Background: an optimization exercise with open tools, aiming at small area, a short achievable clock period and few clock cycles per item. Do not read the settings as production practice. In this exercise RTL edits were held to simulation tests only and were not proved equivalent to the original.

**flow/standard.sh**
```bash
#!/bin/bash
# synth_recipe.tcl (not shown) runs the flow's synth.tcl, then flattens the netlist and writes it again
# the make line also repeats each setting of config.mk as NAME=value (left out here)
make -C /OpenROAD-flow-scripts/flow DESIGN_CONFIG=/design/flow/config.mk WORK_HOME=/design/flow/orfs CLKGATE_MAP_FILE= SYNTH_SCRIPT=/design/flow/synth_recipe.tcl "${@:-finish}"
```
**flow/design.v**
```verilog
module ntc_temp (
    input  wire        clk,
    input  wire        rst,
    input  wire        start,
    input  wire [15:0] vref,
    input  wire [15:0] vntc,
    input  wire [31:0] toff,
    output wire        ready,
    output wire        done,
    output reg         err,
    output reg  [31:0] result
);
    localparam [2:0] S_IDLE = 3'd0, S_NORM = 3'd1, S_LN = 3'd2, S_DIV = 3'd3, S_FIN = 3'd4, S_DONE = 3'd5;
    localparam [36:0] K1M  = 37'd45713176761;    
    localparam [36:0] LN2  = 37'd2977044472;     
    localparam [36:0] NLN2 = ~LN2 + 37'd1;       
    localparam [37:0] NC273 = ~38'd17901158 + 38'd1;   
    reg  [2:0]  state;
    reg  [4:0]  k;
    reg  [37:0] g;         
    reg  [15:0] t;
    reg  [36:0] acc;       
    reg  [13:0] q;         
    wire [29:0] qq = {t, q};
    wire is_idle = (state == S_IDLE);
    wire is_norm = (state == S_NORM);
    wire is_ln   = (state == S_LN);
    wire is_div  = (state == S_DIV);
    wire is_fin  = (state == S_FIN);
    wire is_done = (state == S_DONE);
    assign ready = is_idle | is_done;
    assign done  = is_done;
    wire a_zero = (g[32:17] == 16'd0);
    wire b_zero = (t == 16'd0);
    wire a_n    = g[32];
    wire b_n    = t[15];
    wire init   = is_norm & a_n & b_n;
    wire a_ge_b = (g[32:17] >= t);
    function [36:0] lnc;
        input [4:0] kk;
        begin
            case (kk)
                5'd0:  lnc = 37'd2977044472;
                5'd1:  lnc = 37'd1741459379;
                5'd2:  lnc = 37'd958394255;
                5'd3:  lnc = 37'd505874286;
                5'd4:  lnc = 37'd260380768;
                5'd5:  lnc = 37'd132163268;
                5'd6:  lnc = 37'd66589974;
                5'd7:  lnc = 37'd33424039;
                5'd8:  lnc = 37'd16744533;
                5'd9:  lnc = 37'd8380427;
                5'd10: lnc = 37'd4192257;
                5'd11: lnc = 37'd2096640;
                5'd12: lnc = 37'd1048448;
                5'd13: lnc = 37'd524256;
                5'd14: lnc = 37'd262136;
                5'd15: lnc = 37'd131070;
                default: lnc = 37'd1 << (6'd32 - {1'b0, kk});
            endcase
        end
    endfunction
    reg [4:0] kstop;
    always @(*) begin
        casez (acc[36:26])
            11'b1000???????: kstop = 5'd17;
            11'b1001???????: kstop = 5'd16;
            11'b1010???????: kstop = 5'd16;
            11'b1011???????: kstop = 5'd16;
            11'b1100???????: kstop = 5'd16;
            11'b1101???????: kstop = 5'd16;
            11'b1110???????: kstop = 5'd16;
            11'b1111???????: kstop = 5'd16;
            11'b01000??????: kstop = 5'd19;
            11'b01001??????: kstop = 5'd18;
            11'b01010??????: kstop = 5'd18;
            11'b01011??????: kstop = 5'd18;
            11'b01100??????: kstop = 5'd18;
            11'b01101??????: kstop = 5'd17;
            11'b01110??????: kstop = 5'd17;
            11'b01111??????: kstop = 5'd17;
            11'b001000?????: kstop = 5'd21;
            11'b001001?????: kstop = 5'd20;
            11'b001010?????: kstop = 5'd20;
            11'b001011?????: kstop = 5'd20;
            11'b001100?????: kstop = 5'd20;
            11'b001101?????: kstop = 5'd19;
            11'b001110?????: kstop = 5'd19;
            11'b001111?????: kstop = 5'd19;
            11'b0001000????: kstop = 5'd24;
            11'b0001001????: kstop = 5'd23;
            11'b0001010????: kstop = 5'd23;
            11'b0001011????: kstop = 5'd23;
            11'b0001100????: kstop = 5'd23;
            11'b0001101????: kstop = 5'd22;
            11'b0001110????: kstop = 5'd22;
            11'b0001111????: kstop = 5'd22;
            11'b00001000???: kstop = 5'd26;
            11'b00001001???: kstop = 5'd25;
            11'b00001010???: kstop = 5'd25;
            11'b00001011???: kstop = 5'd25;
            11'b00001100???: kstop = 5'd25;
            11'b00001101???: kstop = 5'd24;
            11'b00001110???: kstop = 5'd24;
            11'b00001111???: kstop = 5'd24;
            11'b000001000??: kstop = 5'd29;
            11'b000001001??: kstop = 5'd28;
            11'b000001010??: kstop = 5'd28;
            11'b000001011??: kstop = 5'd28;
            11'b000001100??: kstop = 5'd27;
            11'b000001101??: kstop = 5'd26;
            11'b000001110??: kstop = 5'd26;
            11'b000001111??: kstop = 5'd26;
            11'b0000001000?: kstop = 5'd31;
            11'b0000001001?: kstop = 5'd30;
            11'b0000001010?: kstop = 5'd30;
            11'b0000001011?: kstop = 5'd30;
            11'b0000001100?: kstop = 5'd30;
            11'b0000001101?: kstop = 5'd29;
            11'b0000001110?: kstop = 5'd29;
            11'b0000001111?: kstop = 5'd29;
            11'b00000001000: kstop = 5'd31;
            11'b00000001001: kstop = 5'd31;
            11'b00000001010: kstop = 5'd31;
            11'b00000001011: kstop = 5'd31;
            11'b00000001100: kstop = 5'd31;
            11'b00000001101: kstop = 5'd31;
            11'b00000001110: kstop = 5'd31;
            11'b00000001111: kstop = 5'd31;
            default:      kstop = 5'd31;
        endcase
    end
    wire last = is_ln & (k >= kstop);
    reg [37:0] rem0;
    reg [6:0]  mark;       
    always @(*) begin
        if      (acc >= 37'd56908316672) begin rem0 = 38'd113413980160; mark = 7'b1000000; end
        else if (acc >= 37'd28454158336) begin rem0 = 38'd56706990080;  mark = 7'b0100000; end
        else if (acc >= 37'd14227079168) begin rem0 = 38'd28353495040;  mark = 7'b0010000; end
        else if (acc >= 37'd7113539584)  begin rem0 = 38'd14176747520;  mark = 7'b0001000; end
        else if (acc >= 37'd3556769792)  begin rem0 = 38'd7088373760;   mark = 7'b0000100; end
        else if (acc >= 37'd1778384896)  begin rem0 = 38'd3544186880;   mark = 7'b0000010; end
        else                             begin rem0 = 38'd1772093440;   mark = 7'b0000001; end
    end
    wire [37:0] sh  = (k[4] == 1'b0) ? (g >> k[3:0]) : 38'd0;
    wire [37:0] cen = 38'd1 << (5'd31 - k);
    wire [37:0] x2  = (is_ln | is_norm) ? sh :
                      is_div ? ~cen :
                      {6'd0, qq, 2'b10};
    wire [37:0] m   = is_div ? {1'b0, acc} :
                      is_fin ? {6'd0, result} :
                      (is_ln | a_ge_b) ? {4'd0, t, 18'd0} : {5'd0, t, 17'd0};
    wire [37:0] mn  = ~m;
    wire [37:0] sv  = g ^ x2 ^ mn;
    wire [37:0] cv  = (g & x2) | (g & mn) | (x2 & mn);
    wire [37:0] s   = sv + {cv[36:0], is_div} + 38'd1;
    wire        take = ~s[37];
    wire [36:0] acc_add = acc + ((is_norm & ~init) ? (a_n ? LN2 : NLN2) : lnc(k));
    always @(posedge clk) begin
        if (rst) begin
            state <= S_IDLE;
        end else begin
            case (state)
                S_IDLE, S_DONE: state <= start ? S_NORM : S_IDLE;
                S_FIN: state <= S_DONE;
                S_NORM: begin
                    if (a_zero | b_zero) begin
                        err   <= 1'b1;
                        state <= S_DONE;
                    end else if (init) begin
                        state <= S_LN;
                    end
                end
                S_LN:  if (last) state <= S_DIV;
                S_DIV: if (qq[29]) begin
                    err   <= 1'b0;
                    state <= S_FIN;
                end
                default: state <= S_IDLE;
            endcase
        end
    end
    always @(posedge clk) begin
        if (ready)
            g <= {5'd0, vntc, 17'd0};
        else if (last)
            g <= rem0;
        else if (is_div & qq[29])
            g <= NC273;
        else if (is_norm & ~init) begin
            if (~a_n) g <= {g[36:0], 1'b0};
        end else if (take | init)
            g <= {s[36:0], 1'b0};
        else
            g <= {g[36:0], 1'b0};
        if (ready)
            t <= vref;
        else if (init)
            t <= g[32:17];
        else if (last)
            t <= 16'd0;
        else if ((is_norm & ~b_n) | is_div)
            t <= {t[14:0], is_div & q[13]};
        if (ready)
            acc <= K1M;
        else if ((is_norm & ~init & (a_n ^ b_n)) | (init & a_ge_b) | (is_ln & take))
            acc <= acc_add;
        if (ready)
            k <= 5'd0;
        else if (init | (is_ln & ~last))
            k <= k + 5'd1;
        if (last)
            q <= {5'd0, mark, 2'd0};
        else
            q <= {q[12:0], take & is_div};
        if (ready)
            result <= toff;
        else if (is_fin)
            result <= s[31:0];
    end
endmodule
```
**flow/flow/run.sh**
```bash
#!/bin/bash
# Own flow: the standard layout (standard.sh) unchanged, except that the
# port buffers that global placement inserts on every input and output are
# the smallest buffer (buf_1) instead of the resizer's default pick.
set -euo pipefail
sed 's|"\${@:-finish}"|"BUFFER_PORTS_ARGS=-buffer_cell sky130_fd_sc_hd__buf_1" "${@:-finish}"|' standard.sh > standard_buf.sh
grep -q "BUFFER_PORTS_ARGS" standard_buf.sh
bash standard_buf.sh finish > flow_make.log 2>&1
```
**flow/config.mk**
```make
export PLATFORM = sky130hd
export DESIGN_NAME = ntc_temp
export DESIGN_NICKNAME = ntc_temp
export VERILOG_FILES = /design/flow/design.v
export SDC_FILE = /design/flow/constraint.sdc
export NUM_CORES = 4
export LEC_CHECK = 0
export CAP_MARGIN = 20
export CORE_MARGIN = 2
export CORE_UTILIZATION = 40
export CTS_BUF_LIST = sky130_fd_sc_hd__clkbuf_8
export PLACE_DENSITY = 0.6
export SETUP_SLACK_MARGIN = 4.5
export SLEW_MARGIN = 20
```
**flow/constraint.sdc**
```tcl
create_clock -name core_clock -period 11.0 [get_ports {clk}]
set_input_delay 2.2000 -clock core_clock [delete_from_list [all_inputs] [get_ports {clk}]]
set_output_delay 2.2000 -clock core_clock [all_outputs]
set_load 0.01 [all_outputs]
```
==> flow_metrics.py <==
metrics = {
    "route": {
        "post_drt_wl_per_cell_um": 26.56,
        "route.detailed.drc": 0,
        "ant_nets": 0,
        "via_per_inst": 6.532,
        "vias": 17280,
        "wl_um": 70240,
        "first_pass_iters": 9,
        "initialDrtViolationCount": 2317,
    },
    "die": {
        "ios": 102,
        "die-width_um": 203.6,
        "initial_utilization": 0.4030,
        "die_height_um": 203.6,
        "die_area_um2": 41460,
        "row_count": 73,
        "core_area_um2": 39550,
    },
    "global_route": {
        "grt_first_pass_wirelength_um": 102700,
        "grt_pass1_vias": 15850,
        "grt_max_degree": 66,
        "groute.usage.overall": 0.3354,
        "gr-total-overflow": 0,
        "grt_antenna_before_repair": 1,
    },
    "timing": {
        "setup_tns_ns": 0,
        "relSlewSlack": 0.3195,
        "max_freq_mhz": 159.6,
        "worst_slew_pin_slew_ns": 1.013,
        "fin_ws_ns": 4.732,
        "hold_ws_ns": 0.4749,
        "fin_worst_skew_ns": 0.02676,
        "finalHoldViolations": 0,
        "rsz0062_at_grt": "true",
        "fin_crit_ns": 6.268,
        "maxSlewViolCount": 0,
        "setup_viol": 0,
        "period_share": 0.5698,
    },
    "yosys": {
        "synth_area_per_cell_um2": 7.752,
        "synth_top_area_frac": 0.1206,
        "synth_compound_area_frac": 0.2825,
        "synthAdderAreaFrac": 0.1309,
        "synth.area.top_cells": "edfxtp_1 (12%), dfxtp_1 (10%), ha_1 (8.3%)",
        "synth_edf_count": 64,
        "ys_ff_latch": 145,
        "synth.yosys.seq_area_share": 0.2223,
        "syn_nets": 2267,
        "ys_warn_count": 1,
        "syn_area_um2": 15940,
        "synth_xor_area_frac": 0.03737,
        "synth.distinct_cells": 90,
        "synth_top_family_by_area": "compound AO/OA/AOI/OAI gates",
        "synthSimpleGateAreaFrac": 0.2069,
        "syn_inst": 2056,
        "muxShareOfSynthArea": 0.06249,
        "ys.flop_type": "dfxtp_1",
        "async_reset_ff_frac": 0,
        "synth_most_common_cell": "nand2_1",
        "synth_top_cell_by_area": "edfxtp_1",
        "synthTopCellsByCount": "nand2_1 (257), a21oi_1 (192), nor2_1 (192), o21ai_0 (145), ha_1 (106)",
    },
    "clocking": {
        "clock_latency_ns": 0.60,
        "cts-buffers-inserted": 17,
        "cts-htree-levels": 4,
        "cts_hold_buffers": 0,
        "cts_tree": "done",
        "clock_sinks": 145,
        "clk_pin_slew_ns": 0.10,
        "clockBufferDepth": 2,
        "cts_root_buf": "clkbuf_8",
    },
    "place": {
        "globalplace.congestion": 0.9823,
        "dp.cells": 2583,
        "place_ws_ns": 3.858,
        "numPortBuffers": 101,
        "placed_cell_area_um2": 16710,
        "hpwl_um": 52960,
    },
    "cells_and_area": {
        "utilization": 0.4416,
        "stdcell_area_um2": 17460,
        "drive_gt1_frac": 0.08400,
        "area_growth_pct": 9.577,
        "final_nets": 2317,
        "fin_cells": 2645,
        "fillCellCount": 4084,
    },
    "critical_path": {
        "cp-start-kind": "flip-flop",
        "worstSetupEndpointType": "flip-flop",
        "critPathRequiredTime_ns": 11.35,
        "crit_fanout": 32,
        "crit_type": "flip-flop to flip-flop",
        "arrival_ns": 6.62,
    },
    "min_path": {
        "holdCritPathClass": "flip-flop to flip-flop",
    },
    "job": {
        "cap_violations": 0,
    },
    "run_status": {
        "outcome": "finished clean",
    },
}
[flip-flops by register name, summed over array words and instances (netlist names)]
register	count
state	3
k	5
t	16
q	14
acc	37
result	32
err	1
g	37
[per-layer routing]
layer | part of all wire | vias up | global-route usage
met5 | 0.00019 | - | 0
met4 | 0.043 | 2 | 0.1486
met2 | 0.44 | 1020 | 0.5090
met1 | 0.42 | 8298 | 0.4556
li1 | - | 7773 | -
met3 | 0.098 | 183 | 0.07462
[cells in the final DEF (no fill, tap or decap), types with 10 or more instances in the layout]
cell type  synthesis  routed
ha_1             106     104
nand4_1           21      21
clkbuf_8           0      18
a21o_1            31      31
a22oi_1           21      21
nor2_1           192     186
o211ai_1          35      35
dfxtp_1           81      76
nand3_1           62      62
o221ai_1          12      12
a31oi_1           32      31
nor4_1            15      15
buf_1             25     101
a211oi_1          18      18
nor2b_1           16      16
o21ai_0          145     140
inv_1             99      95
or3_1             13      13
o21a_1            10      10
a221o_1           17      17
a41oi_1           13      13
and2_1            24      25
and3_1            18      18
mux4_2            25      25
nor3_1            49      46
nand2_1          257     256
xnor2_1           42      42
a21oi_1          192     189
mux2i_1           41      41
fa_1              38      38
nand2b_1          20      20
a222oi_1          15      15
o22ai_1           18      18
xor2_1            26      26
edfxtp_1          64      64
a221oi_1          16      13
buf_4              3      50
[worst max-delay path, cell delays in order (launching register included)]
cell,delay (ns)
dfxtp_4,0.60
buf_4,0.41
nand2_1,0.11
o211a_1,0.14
a21oi_1,0.20
nand2_1,0.11
a311o_1,0.40
a221oi_1,0.55
fa_1,0.54
ha_1,0.41
nand4_1,0.31
nor3_1,0.26
o21ai_1,0.21
nand3_1,0.12
buf_4,0.15
buf_4,0.12
nand4_1,0.15
o211ai_4,0.24
o21ai_2,0.09
buf_4,0.24
and2_1,0.27
a221o_1,0.36
[path summary, 6_finish.rpt]
kind / endpoint / start / slack, ns / cells past startpoint
setup / recovery: g[22] / k[1] / 4.73 / 21
hold reg to reg: q[9] / q[8] / 0.47 / 1
setup reg to reg: g[22] / k[1] / 4.73 / 21
hold / removal: q[9] / q[8] / 0.47 / 1
[final cells by class]
type | instances | area (µm²) | share of cell area
inverter | 104 | 400.4 | 0.02293
antenna | 1 | 2.502 | 0.0001433
timing repair inverter | 1 | 5.005 | 0.0002866
clock inverter | 14 | 123.9 | 0.007093
clock buffer | 18 | 247.7 | 0.01419
tap | 525 | 656.9 | 0.03761
multi-input combinational | 1680 | 11630 | 0.6659
sequential | 145 | 3552 | 0.2034
timing repair buffer | 157 | 847.1 | 0.04850
[kinds of logic (layout without fill, tap and decap cells)]
logic type,count (synthesis),in the layout
XOR/XNOR,68,68
AND/OR/NAND/NOR,719,721
AO/OA/AOI/OAI,679,679
multiplexers,68,68
other,0,1
adder cells (fa/ha/maj),144,144
buffers and inverters,233,294
flip-flops,145,145
[what timing repair did]
item                                    CTS  global route
gates cloned                              2             1
gates resized for setup                  13            34
setup buffers                             9            16
pin swaps                                 0             4
hold endpoints to repair                  0             0
endpoints found under the setup margin   75            79
Testbench counts, summed over its fixed seeds: cycles 72,754, items 1,600.

static timing again, ports no longer ideal:
The results above use ideal ports. As a check the final layout listed here was re-extracted and re-timed, cells and wires unchanged. Step 1: set_driving_cell puts a clkbuf_16 on clk and a buf_2 on each other input, an assumption about the parent block. Step 2 adds t to the input delays and takes it off the output delays; t is the mean of the earliest and latest rising clock arrival at the registers after step 1. Input paths then give back, and output paths get back, about the clock's delay inside the block. Three values: ideal, step 1, step 2; two values: the first two.
t, ns: 0.637
setup slack, ns: 4.732 / 4.732 / 4.732
hold slack, ns: 0.475 / 0.475 / 0.475
latest minus earliest clock arrival (ns): 0.027 / 0.026
worst data-port slew with drivers (ns): 0.04
After both steps setup and hold are still met in this run. For this run, drivers alone change the setup slack by 0.000 ns; drivers and shift together by 0.000 ns.
